Background: an optimization exercise with open tools, aiming at small area, a short achievable clock period and few clock cycles. Do not read the settings as production practice. Only simulation tests tie the RTL to the original design; equivalence was not proved.

// fpu64
module fpu64 (
  input             clk,
  input             rst,         
  input             in_valid,
  output            in_ready,
  input      [1:0]  in_op,       
  input      [63:0] in_a,
  input      [63:0] in_b,
  output reg        out_valid,
  output reg [63:0] out_result
);
  reg        v0;
  reg [1:0]  op0;
  reg [63:0] a0, b0;
  reg               v1;
  reg               mul1, div1;    
  reg               sp1;           
  reg         [1:0] spk1;          
  reg               sg1;           
  reg               zs1;           
  reg               sub1;          
  reg        [55:0] X;             
  reg        [55:0] Y;             
  reg signed [12:0] E1;            
  localparam P_START = 3'd0, P_ITER = 3'd1, P_F1 = 3'd2, P_DEN = 3'd4;
  reg  [2:0] ph;
  reg        fst;
  reg  [1:0] qnx;    
  reg  [4:0] cnt;
  reg [65:0] S, C;
  reg [55:0] Qn;          
  reg        cin, stk, negp, ylast;
  reg        [56:0] V3;            
  reg               dini;          
  reg               v3;
  reg               sp3, z3, sg3, zs3;
  reg         [1:0] spk3;
  reg         [5:0] lz3;
  reg signed [12:0] E3;
  wire done2;
  wire take0 = v0 & (~v1 | done2);
  assign in_ready = ~v0 | take0;
  always @(posedge clk) begin
    if (rst) v0 <= 1'b0;
    else if (in_ready) v0 <= in_valid;
    if (in_ready) begin
      op0 <= in_op;
      a0  <= in_a;
      b0  <= in_b;
    end
  end
  wire        sa  = a0[63];
  wire        sb  = b0[63];
  wire [10:0] ea  = a0[62:52];
  wire [10:0] eb  = b0[62:52];
  wire [51:0] fa  = a0[51:0];
  wire [51:0] fb  = b0[51:0];
  wire        ea0 = ~|ea, eb0 = ~|eb;
  wire        eam = &ea,  ebm = &eb;
  wire        fa0 = ~|fa, fb0 = ~|fb;
  wire a_zero = ea0 & fa0, b_zero = eb0 & fb0;
  wire a_inf  = eam & fa0, b_inf  = ebm & fb0;
  wire a_nan  = eam & ~fa0, b_nan = ebm & ~fb0;
  wire [10:0] ea1 = {ea[10:1], ea[0] | ea0};
  wire [10:0] eb1 = {eb[10:1], eb[0] | eb0};
  wire [52:0] ma  = {~ea0, fa};
  wire [52:0] mb  = {~eb0, fb};
  wire is_add = ~op0[1];
  wire is_mul = op0 == 2'd2;
  wire is_div = op0 == 2'd3;
  wire sbe    = sb ^ (op0 == 2'd1);
  wire        e_lt = ea < eb;
  wire        f_lt = (ea == eb) & (fa < fb);
  wire        swap = is_add & (e_lt | f_lt);
  wire [52:0] mbig = swap ? mb : ma;
  wire [52:0] msml = (is_add & e_lt) ? ma : mb;
  wire [10:0] dab  = ea1 - eb1;
  wire [10:0] dba  = eb1 - ea1;
  ...
clock: 10.0 ns
lec_check: 0
abc_area: 1
cap_margin: 20
core_margin: 2
core_utilization: 30
setup_slack_margin: 4
slew_margin: 20
tns_end_percent: 0
run.sh (not shown) runs the stock make flow with config.mk's settings and CLKGATE_MAP_FILE= SYNTH_SCRIPT=/design/flow/synth_recipe.tcl, a recipe that flattens the netlist after the stock synthesis.
Testbench counts at the start, summed over its fixed seeds: cycles 63,835.
Next try:
--- a/flow/design.v
+++ b/flow/design.v
@@ -26,16 +26,14 @@
   reg  [2:0] ph;
   reg        fst;
   reg  [1:0] qnx;    
   reg  [4:0] cnt;
   reg [65:0] S, C;
   reg [55:0] Qn;          
   reg        cin, stk, negp, ylast;
-  reg        [56:0] V3;            
-  reg               dini;          
   reg               v3;
   reg               sp3, z3, sg3, zs3;
   reg         [1:0] spk3;
   reg         [5:0] lz3;
   reg signed [12:0] E3;
   wire done2;
   wire take0 = v0 & (~v1 | done2);
@@ -217,18 +215,17 @@
       sz_ = srt_sel(cz[32:29], cz[15:12]);
       sn_ = srt_sel(cn[32:29], cn[15:12]);
       vs  = qc[1] ? cp[33:17] : (qc[0] ? cn[33:17] : cz[33:17]);
       vc  = qc[1] ? cp[16:0]  : (qc[0] ? cn[16:0]  : cz[16:0]);
       qc  = qc[1] ? sp_ : (qc[0] ? sn_ : sz_);
     end
   end
-  wire div_load = (take0 & is_div) | (v1 & ph == P_START & div1 & dini & ~prenorm);
-  wire [52:0] w0 = take0 ? ma : X[55:3];
-  always @(posedge clk) qnx <= div_load ? 2'b10 : qc;
-  wire        [55:0] Qo  = (ph == P_START) ? 56'd0 : X;
+  wire div_init = (ph == P_START) & div1;
+  always @(posedge clk) qnx <= div_init ? 2'b10 : qc;
+  wire        [55:0] Qo  = X;
   wire        [55:0] QMo = Qn;
   reg [ND-1:0] lq, lqm;
   reg          hq, hqm, t;      
   integer k;
   always @* begin
     lq = {ND{1'b0}}; lqm = {ND{1'b1}}; hq = 1'b0; hqm = 1'b1;
     for (k = ND - 1; k >= 0; k = k - 1) begin
@@ -330,27 +327,27 @@
     if (mul1) begin
       S   <= t8s[77:12];
       C   <= t8c[77:12];
       cin <= mlow[12];
       negp  <= yb[12];
       ylast <= yb[12];
       stk <= (first ? 1'b0 : stk) | (|mlow[11:0]);
+    end else if (div_init) begin
+      S   <= {13'd0, X[55:3]};
+      C   <= 66'd0;
     end else begin
       S   <= {9'd0, ws};
       C   <= {9'd0, wc};
     end
-    if (div_load) begin
-      S   <= {13'd0, w0};
-      C   <= 66'd0;
-    end
-    Qn <= div_load ? {56{1'b1}} : QMnew;
-    V3 <= (div1 & ph == P_F1) ? vdiv : csum;
+    Qn <= div_init ? {56{1'b1}} : QMnew;
+    if (ph == P_F1 | (ph == P_START & (sp1 | add_op)))
+      S <= {9'd0, div1 ? vdiv : csum};
     if (ph == P_DEN) begin
-      if (e_lo) V3 <= {56'd0, |V3};
-      else      V3 <= {1'b0, V3[56:2], V3[1] | V3[0]};
+      if (e_lo) S <= {65'd0, |S[56:0]};
+      else               S <= {10'd0, S[56:2], S[1] | S[0]};
     end
     lz3 <= (ph == P_DEN) ? 6'd1 : (div1 & ph == P_F1) ? {5'd0, ~vdiv[56]} : lzl;
     z3  <= czero & add_op;
     E3  <= (ph == P_DEN) ? 13'sd1 : E1;
     sp3 <= sp1; spk3 <= spk1; sg3 <= sg1; zs3 <= zs1;
     if (take0) begin
       X    <= {mbig, 3'b000};
@@ -360,33 +357,33 @@
       sp1  <= sp;
       spk1 <= spk;
       sg1  <= is_add ? (swap ? sbe : sa) : (sa ^ sb);
       zs1  <= sa & sbe;
       sub1 <= sa ^ sbe;
       ph   <= P_START;
       fst  <= 1'b1;
-      dini <= 1'b0;
       cnt  <= 5'd0;
     end else if (v1) begin
       case (ph)
         P_START: begin
           if (prenorm) begin
             if (~X[55]) X <= {X[54:0], 1'b0};
             if (~Y[55]) Y <= {Y[54:0], 1'b0};
-            dini <= 1'b1;
-          end else if (div1 & dini) begin
-            dini <= 1'b0;              
           end else begin
             fst <= 1'b0;
           end
-          if (~prenorm & ~sp1 & ~add_op & ~(div1 & dini)) begin
+          if (~prenorm & ~sp1 & ~add_op) begin
             ph  <= P_ITER;
-            cnt <= 5'd1;
-            if (mul1) Y <= {12'd0, Y[55:12]};
-            else      X <= Qnew;
+            if (mul1) begin
+              cnt <= 5'd1;
+              Y   <= {12'd0, Y[55:12]};
+            end else begin
+              cnt <= 5'd0;
+              X   <= 56'd0;
+            end
           end
         end
         P_ITER: begin
           cnt <= cnt + 5'd1;
           if (mul1) begin
             Y <= {12'd0, Y[55:12]};
             if (cnt == 5'd4) ph <= P_F1;
@@ -406,15 +403,15 @@
       v3 <= 1'b0;
     end else begin
       if (take0)      v1 <= 1'b1;
       else if (done2) v1 <= 1'b0;
       v3 <= done2;
     end
   end
-  wire        [56:0] Vs  = V3 << lz3;
+  wire        [56:0] Vs  = S[56:0] << lz3;
   wire signed [12:0] Ef  = E3 + 13'sd1 - $signed({7'd0, lz3});
   wire        [52:0] sig = Vs[56:4];
   wire               rup = Vs[3] & (Vs[2] | Vs[1] | Vs[0] | sig[0]);
   wire        [53:0] R   = {1'b0, sig} + {53'd0, rup};
   wire               ovf = (Ef >= 13'sd2047) | (R[53] & (Ef == 13'sd2046));
   wire        [10:0] ef1 = Ef[10:0] + 11'd1;
   wire        [10:0] ef  = R[53] ? ef1 : (R[52] ? Ef[10:0] : 11'd0);
Outcome:
- clock skew decreases by 27 ps
- wire length increases by about 0.8%
- worst hold slack got worse by 110 ps
- setup slack got worse by 94 ps
- global-route usage increases by 0.51 points
- non-clock buffer count increases by 79
- sequential share of layout area decreases by 1.4 points
Testbench counts after the change, summed over its fixed seeds: cycles 66,305.

========
fpu64, a different RTL version from the one above (not shown whole).
Size: ~11000 cells after synthesis, ~200 I/O pins, about 0.074 mm² of cells after synthesis.
make LEC_CHECK=0 ABC_AREA=1 CAP_MARGIN=20 CORE_MARGIN=2 CORE_UTILIZATION=30 SETUP_SLACK_MARGIN=4 SLEW_MARGIN=20 TNS_END_PERCENT=0 finish   # period 10.0 ns
Testbench counts at the start, summed over its fixed seeds: cycles 66,305.
Edit:
--- a/flow/design.v
+++ b/flow/design.v
@@ -113,23 +113,23 @@
       else if (a_inf | b_zero)                    spk = 2'd2;
       else if (a_zero | b_inf)                    spk = 2'd3;
       else                                        sp  = 1'b0;
     end
   end
   wire        first = fst;              
   wire [65:0] Sg = first ? {1'b1, 65'd0} : S;
   wire [65:0] Cg = first ? 66'd0 : C;
   wire        cg = first ? 1'b0 : cin;
   wire        ng = first ? 1'b0 : negp;
   wire [12:0] yb = {Y[14:3], first ? 1'b0 : ylast};    
-  wire [52:0] MM = X[55:3];
+  wire [52:0] MM = {1'b1, X[54:3]};     
   function [55:0] booth_row;     
     input [2:0]  y;              
     input [52:0] m;
     reg          neg, one, two;
     reg   [53:0] mag;
     begin
       neg = y[2];
       one = y[1] ^ y[0];
       two = y[2] ? (~y[1] & ~y[0]) : (y[1] & y[0]);
       mag = one ? {1'b0, m} : (two ? {m, 1'b0} : 54'd0);
       booth_row = {~neg, neg, mag ^ {54{neg}}};
@@ -155,23 +155,23 @@
   wire [77:0] t2c = {((R3 & R4) | (R3 & R5) | (R4 & R5)), 1'b0};
   wire [77:0] t3s = t1s ^ t1c ^ t2s;
   wire [77:0] t3c = {((t1s & t1c) | (t1s & t2s) | (t1c & t2s)), 1'b0};
   wire [77:0] t4s = t2c ^ Sgx ^ Cgx;
   wire [77:0] t4c = {((t2c & Sgx) | (t2c & Cgx) | (Sgx & Cgx)), 1'b0};
   wire [77:0] t5s = t3s ^ t3c ^ t4s;
   wire [77:0] t5c = {((t3s & t3c) | (t3s & t4s) | (t3c & t4s)), 1'b0};
   wire [77:0] t8s = t5s ^ t5c ^ t4c;
   wire [77:0] t8c = {((t5s & t5c) | (t5s & t4c) | (t5c & t4c)), 1'b0};
   wire [12:0] mlow = {1'b0, t8s[11:0]} + {1'b0, t8c[11:0]};
   localparam ND = 4;
-  wire [56:0] D2  = {3'b000, Y[55:3], 1'b0};
+  wire [56:0] D2  = {3'b000, 1'b1, Y[54:3], 1'b0};    
   wire [16:0] D2w = D2[56:40];
   function [1:0] srt_sel;     
     input [3:0] s;
     input [3:0] c;
     reg   [3:0] p, g;
     reg         sgn;
     begin
       p   = s ^ c;
       g   = s & c;
       sgn = p[3] ^ (g[2] | (p[2] & g[1]) | (p[2] & p[1] & g[0]));
       srt_sel = {~sgn, sgn & ~(&p)};
What happened: The changed run passed the timing, design-rule and antenna checks. Final cell count drops slightly. Clock skew drops by 43 ps. Area after synthesis drops slightly. Die area drops slightly. Design area hardly moves. Routed wire length climbs by a few percent. Clock-buffer cell count climbs by 1. Fmax drops by a few percent. Setup slack loses 190 ps. First-iteration DRC count drops slightly.
Testbench counts after the change, summed over its fixed seeds: cycles 66,305.

==> re-timing with driven ports <==
No port has a modelled driver above. Below, the same layouts with a new extraction and two added sets of constraints. Step 1 sets driving cells, clkbuf_16 on the clock port and buf_2 on the other inputs (assumed; they add their load-dependent delay and slew). Step 2 adds t to the input delays and takes it off the output delays; t is the mean of the earliest and latest rising clock arrival at the registers after step 1. Input paths then give back, and output paths get back, about the clock's delay inside the block. a / b / c = ideal / step 1 / step 2; a / b = the first two.
| run | shift t [ns] | setup WS [ns] | hold WS [ns] | worst setup path at the end |
|---|---|---|---|---|
| the first run of note 1 | 0.838 | 3.914 / 3.914 / 3.914 | 0.437 / 0.437 / 0.437 | register to register |
| the second run of note 1 | 0.830 | 3.819 / 3.819 / 3.819 | 0.329 / 0.329 / 0.329 | register to register |
| the first run of note 2 | 0.859 | 3.880 / 3.832 / 3.880 | 0.419 / 0.419 / 0.419 | register to register |
| the second run of note 2 | 0.852 | 3.690 / 3.690 / 3.690 | 0.332 / 0.332 / 0.332 | register to register |
After both steps setup and hold are still met in every run listed.
